Source: an optimization exercise on an open RTL-to-GDS flow (aim: small area, a short achievable clock period and few clock cycles per item). Production flows keep margins and buffers that such runs may drop. RTL that was checked went through simulation tests only; none was proved equivalent to the original. No activity file was given, so power comes from the tool's default toggle rates.

12-04:
## lz77_block_encoder
module lz77_block_encoder (
    input  wire        clk,
    input  wire        rst,         
    input  wire        in_valid,
    output wire        in_ready,
    input  wire [7:0]  in_data,
    input  wire        in_last,
    output wire        tok_valid,
    input  wire        tok_ready,
    output wire        tok_match,   
    output wire [7:0]  tok_value,   
    output wire [11:0] tok_dist,    
    output wire        tok_last     
);
Settings: LEC_CHECK=0, ABC_AREA=1, CAP_MARGIN=20, CORE_MARGIN=2, CORE_UTILIZATION=65, CTS_BUF_LIST=sky130_fd_sc_hd__clkbuf_8, CTS_CLUSTER_DIAMETER=60, CTS_CLUSTER_SIZE=16, SLEW_MARGIN=20; clock period 10.0 ns.
standard.sh (not shown) runs the stock make flow with config.mk's settings and CLKGATE_MAP_FILE= SYNTH_SCRIPT=/design/flow/synth_recipe.tcl, a recipe that flattens the netlist after the stock synthesis.
==> flow/flow/run.sh <==
#!/bin/bash
# Standard ORFS layout, with timing repair aiming for extra setup slack.
set -euo pipefail
bash standard.sh SETUP_SLACK_MARGIN=6.5 finish > standard.log 2>&1
> inputs changed (12-04 -> 12-08)
--- a/flow/design.v
+++ b/flow/design.v
@@ -23,24 +23,21 @@
     assign in_ready = in_rdy_r;
     reg  [7:0]   H [1:N-1];
     reg  [6:0]   qpos;                
     wire         A_fire;
     reg          vA;                  
     reg  [N-1:1] eA;
     reg          lastA;
     wire [6:0] qpos_nx = A_fire ? (main_end ? 7'd0 : qpos + 7'd1) : qpos;
-    reg  [7:0]  hi_gt, hi_eq;
-    reg  [15:0] lo_ge;
     wire [N-1:1] e_next;
     genvar gd;
     generate
         for (gd = 1; gd < N; gd = gd + 1) begin : g_cmp
-            assign e_next[gd] = (H[gd] == main_d) &&
-                                (hi_gt[gd / 16] || (hi_eq[gd / 16] && lo_ge[gd % 16]));
+            assign e_next[gd] = (H[gd] == main_d) && (qpos >= gd);
         end
     endgenerate
     reg  [N-1:1] X1, X2;
     reg          M;                   
     reg  [1:0]   pend;                
     reg  [6:0]   L;                   
     wire [7:0]   b0 = H[1];
     wire [7:0]   b1 = H[2];
@@ -152,19 +149,16 @@
             s_tok <= tok_w;
     end
     always @(posedge clk) begin
         if (rst) begin
             in_rdy_r <= 1'b1;
             main_v   <= 1'b0;
             skid_v   <= 1'b0;
             qpos     <= 7'd0;
-            hi_gt    <= 8'd0;
-            hi_eq    <= 8'd1;
-            lo_ge    <= 16'd1;
             vA       <= 1'b0;
             M        <= 1'b0;
             pend     <= 2'd0;
             f        <= 2'd0;
             ov       <= 1'b0;
             sv       <= 1'b0;
         end else begin
             if (skid_v) begin
@@ -178,22 +172,16 @@
                 end else begin
                     skid_v   <= 1'b1;
                     in_rdy_r <= 1'b0;
                 end
             end else if (A_fire) begin
                 main_v <= 1'b0;
             end
             qpos <= qpos_nx;
-            for (k = 0; k < 8; k = k + 1) begin
-                hi_gt[k] <= (qpos_nx[6:4] > k);
-                hi_eq[k] <= (qpos_nx[6:4] == k);
-            end
-            for (k = 0; k < 16; k = k + 1)
-                lo_ge[k] <= (qpos_nx[3:0] >= k);
             if (A_fire)
                 vA <= 1'b1;
             else if (B_fire)
                 vA <= 1'b0;
             if (B_fire) begin
                 if (lastA) begin
                     M    <= 1'b0;
                     pend <= 2'd0;
Notes after the runs:
- Via count down 411 in 12-08 wrt 12-04
- Route | 12-08 vs 12-04 | wire shorter in 12-08
- In the final reports, the cell area of 12-08 is smaller than that of 12-04.
- Delta (12-08 minus 12-04): worst setup slack saw a decrease; combined area of the multi-input logic cells now sits higher; sequential share of layout area has remained practically unchanged; share of power burned in registers rose 0.8 points.
- Looking at total half-perimeter wirelength after legalization and detailed placement, 12-08 sits 2600 um higher than 12-04 does.
- On clock tree skew after final layout: 12-08 sits above 12-04.
- On power: 12-08 sits below 12-04.
- Run comparison: 12-08 launching element of the worst setup path qpos[2]; 12-04 launching element of the worst setup path main_d[5]
- Measured against each other, 12-08 and 12-04 differ in first-pass GRT wire length, the higher figure coming from 12-04.
Testbench counts of 12-08, summed over its fixed seeds: cycles 43,506, bytes 43,472.
Only the layout flow was run in 12-04; the RTL was not checked for function there.

* * *

The RTL this note starts from:
==> flow/design.v <==
module lz77_block_encoder (
    input  wire        clk,
    input  wire        rst,         
    input  wire        in_valid,
    output wire        in_ready,
    input  wire [7:0]  in_data,
    input  wire        in_last,
    output wire        tok_valid,
    input  wire        tok_ready,
    output wire        tok_match,   
    output wire [7:0]  tok_value,   
    output wire [11:0] tok_dist,    
    output wire        tok_last     
);
    localparam integer N = 128;
    reg        in_rdy_r;
    reg        main_v, main_l;
    reg  [7:0] main_d;
    reg        skid_v, skid_l;
    reg  [7:0] skid_d;
    wire in_fire = in_valid & in_rdy_r;
    assign in_ready = in_rdy_r;
    reg  [7:0] H [1:N-1];
    reg  [6:0] qpos;                  
    wire       blk_end = main_l | (qpos == 7'd127);
    reg          vA;
    reg  [N-1:1] eA;
    reg  [7:0]   bA;
    reg          lastA;
    wire [N-1:1] e_next;
    genvar gd;
    generate
        for (gd = 1; gd < N; gd = gd + 1) begin : g_cmp
            assign e_next[gd] = (H[gd] == main_d) && (qpos >= gd);
        end
    endgenerate
    reg  [N-1:1] X1, X2;
    reg          M;                   
    reg  [1:0]   pend;                
    reg  [6:0]   L;                   
    reg  [7:0]   b1, b2;              
    reg  [1:0]   f;                   
    reg          fl_match;
    reg  [7:0]   flA, flB;
    reg          ov, sv;
    reg  [16:0]  o_tok, s_tok;
    wire         room = ~sv;
    wire         pop  = ov & tok_ready;
    wire [6:0]   far_d;
    wire [127:0] pv = {X2, 1'b0};
    wire [63:0] a1;  wire [63:0]  i1;
    wire [31:0] a2;  wire [63:0]  i2;
    wire [15:0] a3;  wire [47:0]  i3;
    wire [7:0]  a4;  wire [31:0]  i4;
    wire [3:0]  a5;  wire [19:0]  i5;
    wire [1:0]  a6;  wire [11:0]  i6;
    genvar g;
    generate
        for (g = 0; g < 64; g = g + 1) begin : l1
            assign a1[g] = pv[2*g+1] | pv[2*g];
            assign i1[g] = pv[2*g+1];
        end
        for (g = 0; g < 32; g = g + 1) begin : l2
            assign a2[g] = a1[2*g+1] | a1[2*g];
            assign i2[2*g+1:2*g] = a1[2*g+1] ? {1'b1, i1[2*g+1]} : {1'b0, i1[2*g]};
        end
        for (g = 0; g < 16; g = g + 1) begin : l3
            assign a3[g] = a2[2*g+1] | a2[2*g];
            assign i3[3*g+2:3*g] = a2[2*g+1] ? {1'b1, i2[4*g+3:4*g+2]} : {1'b0, i2[4*g+1:4*g]};
        end
        for (g = 0; g < 8; g = g + 1) begin : l4
            assign a4[g] = a3[2*g+1] | a3[2*g];
            assign i4[4*g+3:4*g] = a3[2*g+1] ? {1'b1, i3[6*g+5:6*g+3]} : {1'b0, i3[6*g+2:6*g]};
        end
        for (g = 0; g < 4; g = g + 1) begin : l5
            assign a5[g] = a4[2*g+1] | a4[2*g];
            assign i5[5*g+4:5*g] = a4[2*g+1] ? {1'b1, i4[8*g+7:8*g+4]} : {1'b0, i4[8*g+3:8*g]};
        end
        for (g = 0; g < 2; g = g + 1) begin : l6
            assign a6[g] = a5[2*g+1] | a5[2*g];
            assign i6[6*g+5:6*g] = a5[2*g+1] ? {1'b1, i5[10*g+9:10*g+5]} : {1'b0, i5[10*g+4:10*g]};
        end
    endgenerate
    assign far_d = a6[1] ? {1'b1, i6[11:6]} : {1'b0, i6[5:0]};
    wire [N-1:1] and_v = X2 & eA;
    wire         any   = |and_v;
    wire         eval  = M | (pend == 2'd2);
    wire         cont  = eval & any;
    wire flush_fire = (f != 2'd0) & room;
    wire B_ok       = (f == 2'd0) | (flush_fire & (~lastA | (f == 2'd1)));
    wire B_fire     = vA & room & B_ok;
    wire A_fire     = main_v & (~vA | B_fire);
    wire       emit_n   = B_fire & eval & ~any;
    wire [16:0] tok_n   = M ? {1'b0, 1'b1, 1'b0, L, far_d}
                            : {1'b0, 1'b0, b2, 7'd0};
    wire [16:0] tok_f   = fl_match  ? {1'b1, 1'b1, 1'b0, L, far_d}
                        : (f == 2'd2) ? {1'b0, 1'b0, flA, 7'd0}
                                      : {1'b1, 1'b0, flB, 7'd0};
    wire        wr      = flush_fire | emit_n;
    wire [16:0] tok_w   = flush_fire ? tok_f : tok_n;
    wire [1:0] pend_nx = M ? 2'd1 : (pend == 2'd2) ? 2'd2 : pend + 2'd1;
    assign tok_valid = ov;
    assign tok_last  = o_tok[16];
    assign tok_match = o_tok[15];
    assign tok_value = o_tok[14:7];
    assign tok_dist  = {5'd0, o_tok[6:0]};
    integer k;
    always @(posedge clk) begin
        if (A_fire) begin
            H[1] <= main_d;
            for (k = 2; k < N; k = k + 1) H[k] <= H[k-1];
            eA    <= e_next;
            bA    <= main_d;
            lastA <= blk_end;
        end
        if (B_fire) begin
            X1 <= eA;
            X2 <= cont ? and_v : (X1 & eA);
            b1 <= bA;
            b2 <= b1;
            if (cont) L <= M ? L + 7'd1 : 7'd3;
            if (lastA) begin
                flA <= b1;
                flB <= bA;
                fl_match <= cont;
            end
        end
    end
    always @(posedge clk) begin
        if (skid_v) begin
            if (A_fire) begin
                main_d <= skid_d;
                main_l <= skid_l;
            end
        end else if (in_fire) begin
            if (~main_v | A_fire) begin
                main_d <= in_data;
                main_l <= in_last;
            end else begin
                skid_d <= in_data;
                skid_l <= in_last;
            end
        end
    end
    always @(posedge clk) begin
        if (wr) begin
            if (ov & ~pop) s_tok <= tok_w;
            else           o_tok <= tok_w;
        end else if (pop & sv) begin
            o_tok <= s_tok;
        end
    end
    always @(posedge clk) begin
        if (rst) begin
            in_rdy_r <= 1'b1;
            main_v   <= 1'b0;
            skid_v   <= 1'b0;
            qpos     <= 7'd0;
            vA       <= 1'b0;
            M        <= 1'b0;
            pend     <= 2'd0;
            f        <= 2'd0;
            ov       <= 1'b0;
            sv       <= 1'b0;
        end else begin
            if (skid_v) begin
                if (A_fire) begin
                    skid_v   <= 1'b0;
                    in_rdy_r <= 1'b1;
                end
            end else if (in_fire) begin
                if (~main_v | A_fire) begin
                    main_v <= 1'b1;
                end else begin
                    skid_v   <= 1'b1;
                    in_rdy_r <= 1'b0;
                end
            end else if (A_fire) begin
                main_v <= 1'b0;
            end
            if (A_fire) begin
                qpos <= blk_end ? 7'd0 : qpos + 7'd1;
                vA   <= 1'b1;
            end else if (B_fire) begin
                vA   <= 1'b0;
            end
            if (B_fire) begin
                if (lastA) begin
                    M    <= 1'b0;
                    pend <= 2'd0;
                end else begin
                    M    <= cont;
                    pend <= pend_nx;
                end
            end
            if (B_fire & lastA)
                f <= cont ? 2'd1 : pend_nx;
            else if (flush_fire)
                f <= f - 2'd1;
            if (wr) begin
                if (ov & ~pop) sv <= 1'b1;
                else           ov <= 1'b1;
            end else if (pop) begin
                if (sv) sv <= 1'b0;
                else    ov <= 1'b0;
            end
        end
    end
endmodule
Settings: LEC_CHECK=0, CAP_MARGIN=20, CORE_MARGIN=2, CORE_UTILIZATION=40, SLEW_MARGIN=20; clock period 10.0 ns.
run.sh (not shown) runs the stock make flow with config.mk's settings and CLKGATE_MAP_FILE= SYNTH_SCRIPT=/design/flow/synth_recipe.tcl, a recipe that flattens the netlist after the stock synthesis.
Stock flow here: none of the scripts above is used.
Testbench counts at the start, summed over its fixed seeds: cycles 43,506, bytes 43,472.
Change:
--- a/flow/design.v
+++ b/flow/design.v
@@ -22,12 +22,8 @@
     assign in_ready = in_rdy_r;
     reg  [7:0] H [1:N-1];
     reg  [6:0] qpos;                  
     wire       blk_end = main_l | (qpos == 7'd127);
-    reg          vA;
-    reg  [N-1:1] eA;
-    reg  [7:0]   bA;
-    reg          lastA;
     wire [N-1:1] e_next;
     genvar gd;
     generate
         for (gd = 1; gd < N; gd = gd + 1) begin : g_cmp
@@ -37,9 +33,10 @@
     reg  [N-1:1] X1, X2;
     reg          M;                   
     reg  [1:0]   pend;                
     reg  [6:0]   L;                   
-    reg  [7:0]   b1, b2;              
+    wire [7:0]   b1 = H[1];           
+    wire [7:0]   b2 = H[2];           
     reg  [1:0]   f;                   
     reg          fl_match;
     reg  [7:0]   flA, flB;
     reg          ov, sv;
@@ -81,16 +78,16 @@
             assign i6[6*g+5:6*g] = a5[2*g+1] ? {1'b1, i5[10*g+9:10*g+5]} : {1'b0, i5[10*g+4:10*g]};
         end
     endgenerate
     assign far_d = a6[1] ? {1'b1, i6[11:6]} : {1'b0, i6[5:0]};
-    wire [N-1:1] and_v = X2 & eA;
+    wire [N-1:1] and_v = X2 & e_next;
     wire         any   = |and_v;
     wire         eval  = M | (pend == 2'd2);
     wire         cont  = eval & any;
     wire flush_fire = (f != 2'd0) & room;
-    wire B_ok       = (f == 2'd0) | (flush_fire & (~lastA | (f == 2'd1)));
-    wire B_fire     = vA & room & B_ok;
-    wire A_fire     = main_v & (~vA | B_fire);
+    wire B_ok       = (f == 2'd0) | (flush_fire & (~blk_end | (f == 2'd1)));
+    wire B_fire     = main_v & room & B_ok;
+    wire A_fire     = B_fire;
     wire       emit_n   = B_fire & eval & ~any;
     wire [16:0] tok_n   = M ? {1'b0, 1'b1, 1'b0, L, far_d}
                             : {1'b0, 1'b0, b2, 7'd0};
     wire [16:0] tok_f   = fl_match  ? {1'b1, 1'b1, 1'b0, L, far_d}
@@ -105,24 +102,17 @@
     assign tok_value = o_tok[14:7];
     assign tok_dist  = {5'd0, o_tok[6:0]};
     integer k;
     always @(posedge clk) begin
-        if (A_fire) begin
+        if (B_fire) begin
             H[1] <= main_d;
             for (k = 2; k < N; k = k + 1) H[k] <= H[k-1];
-            eA    <= e_next;
-            bA    <= main_d;
-            lastA <= blk_end;
-        end
-        if (B_fire) begin
-            X1 <= eA;
-            X2 <= cont ? and_v : (X1 & eA);
-            b1 <= bA;
-            b2 <= b1;
+            X1 <= e_next;
+            X2 <= cont ? and_v : (X1 & e_next);
             if (cont) L <= M ? L + 7'd1 : 7'd3;
-            if (lastA) begin
+            if (blk_end) begin
                 flA <= b1;
-                flB <= bA;
+                flB <= main_d;
                 fl_match <= cont;
             end
         end
     end
@@ -155,9 +145,8 @@
             in_rdy_r <= 1'b1;
             main_v   <= 1'b0;
             skid_v   <= 1'b0;
             qpos     <= 7'd0;
-            vA       <= 1'b0;
             M        <= 1'b0;
             pend     <= 2'd0;
             f        <= 2'd0;
             ov       <= 1'b0;
@@ -177,24 +166,19 @@
                 end
             end else if (A_fire) begin
                 main_v <= 1'b0;
             end
-            if (A_fire) begin
+            if (B_fire) begin
                 qpos <= blk_end ? 7'd0 : qpos + 7'd1;
-                vA   <= 1'b1;
-            end else if (B_fire) begin
-                vA   <= 1'b0;
-            end
-            if (B_fire) begin
-                if (lastA) begin
+                if (blk_end) begin
                     M    <= 1'b0;
                     pend <= 2'd0;
                 end else begin
                     M    <= cont;
                     pend <= pend_nx;
                 end
             end
-            if (B_fire & lastA)
+            if (B_fire & blk_end)
                 f <= cont ? 2'd1 : pend_nx;
             else if (flush_fire)
                 f <= f - 2'd1;
             if (wr) begin
Cell area drops by 6.0%.
Flip-flop and latch count drops by 145.
Critical path depth climbs by 3.
Synthesized cell count drops by 0.84%.
Area after synthesis drops by 5.8%.
Testbench counts after the change, summed over its fixed seeds: cycles 43,498, bytes 43,472.

## re-timing with driven ports
The flow's constraints put no driver on any port. The routed layouts listed below were extracted and timed again, unchanged, in two steps.
Step 1 sets driving cells, clkbuf_16 on the clock port and buf_2 on the other inputs (assumed; they add their load-dependent delay and slew).
Step 2 also shifts input and output timing later by t, the mid clock arrival at the registers, as if the neighbouring blocks saw the same clock.
a / b / c = ideal ports / drivers / drivers and shift; a / b = the first two.
run | t, ns | setup WS [ns] | clock arrival spread, ns
12-04 | 0.873 | 6.524 / 6.517 / 5.992 | 0.040 / 0.040
12-08 | 0.873 | 6.467 / 6.467 / 6.057 | 0.043 / 0.043
the first run of note 2 | 0.857 | 5.583 / 5.583 / 5.583 | 0.025 / 0.025
the second run of note 2 | 0.849 | 3.893 / 3.893 / 3.893 | 0.037 / 0.036
After both steps setup and hold are still met in every run listed. The setup slack of 12-04, which loses most, moves by -0.007 ns with the drivers and by -0.532 ns with both steps.
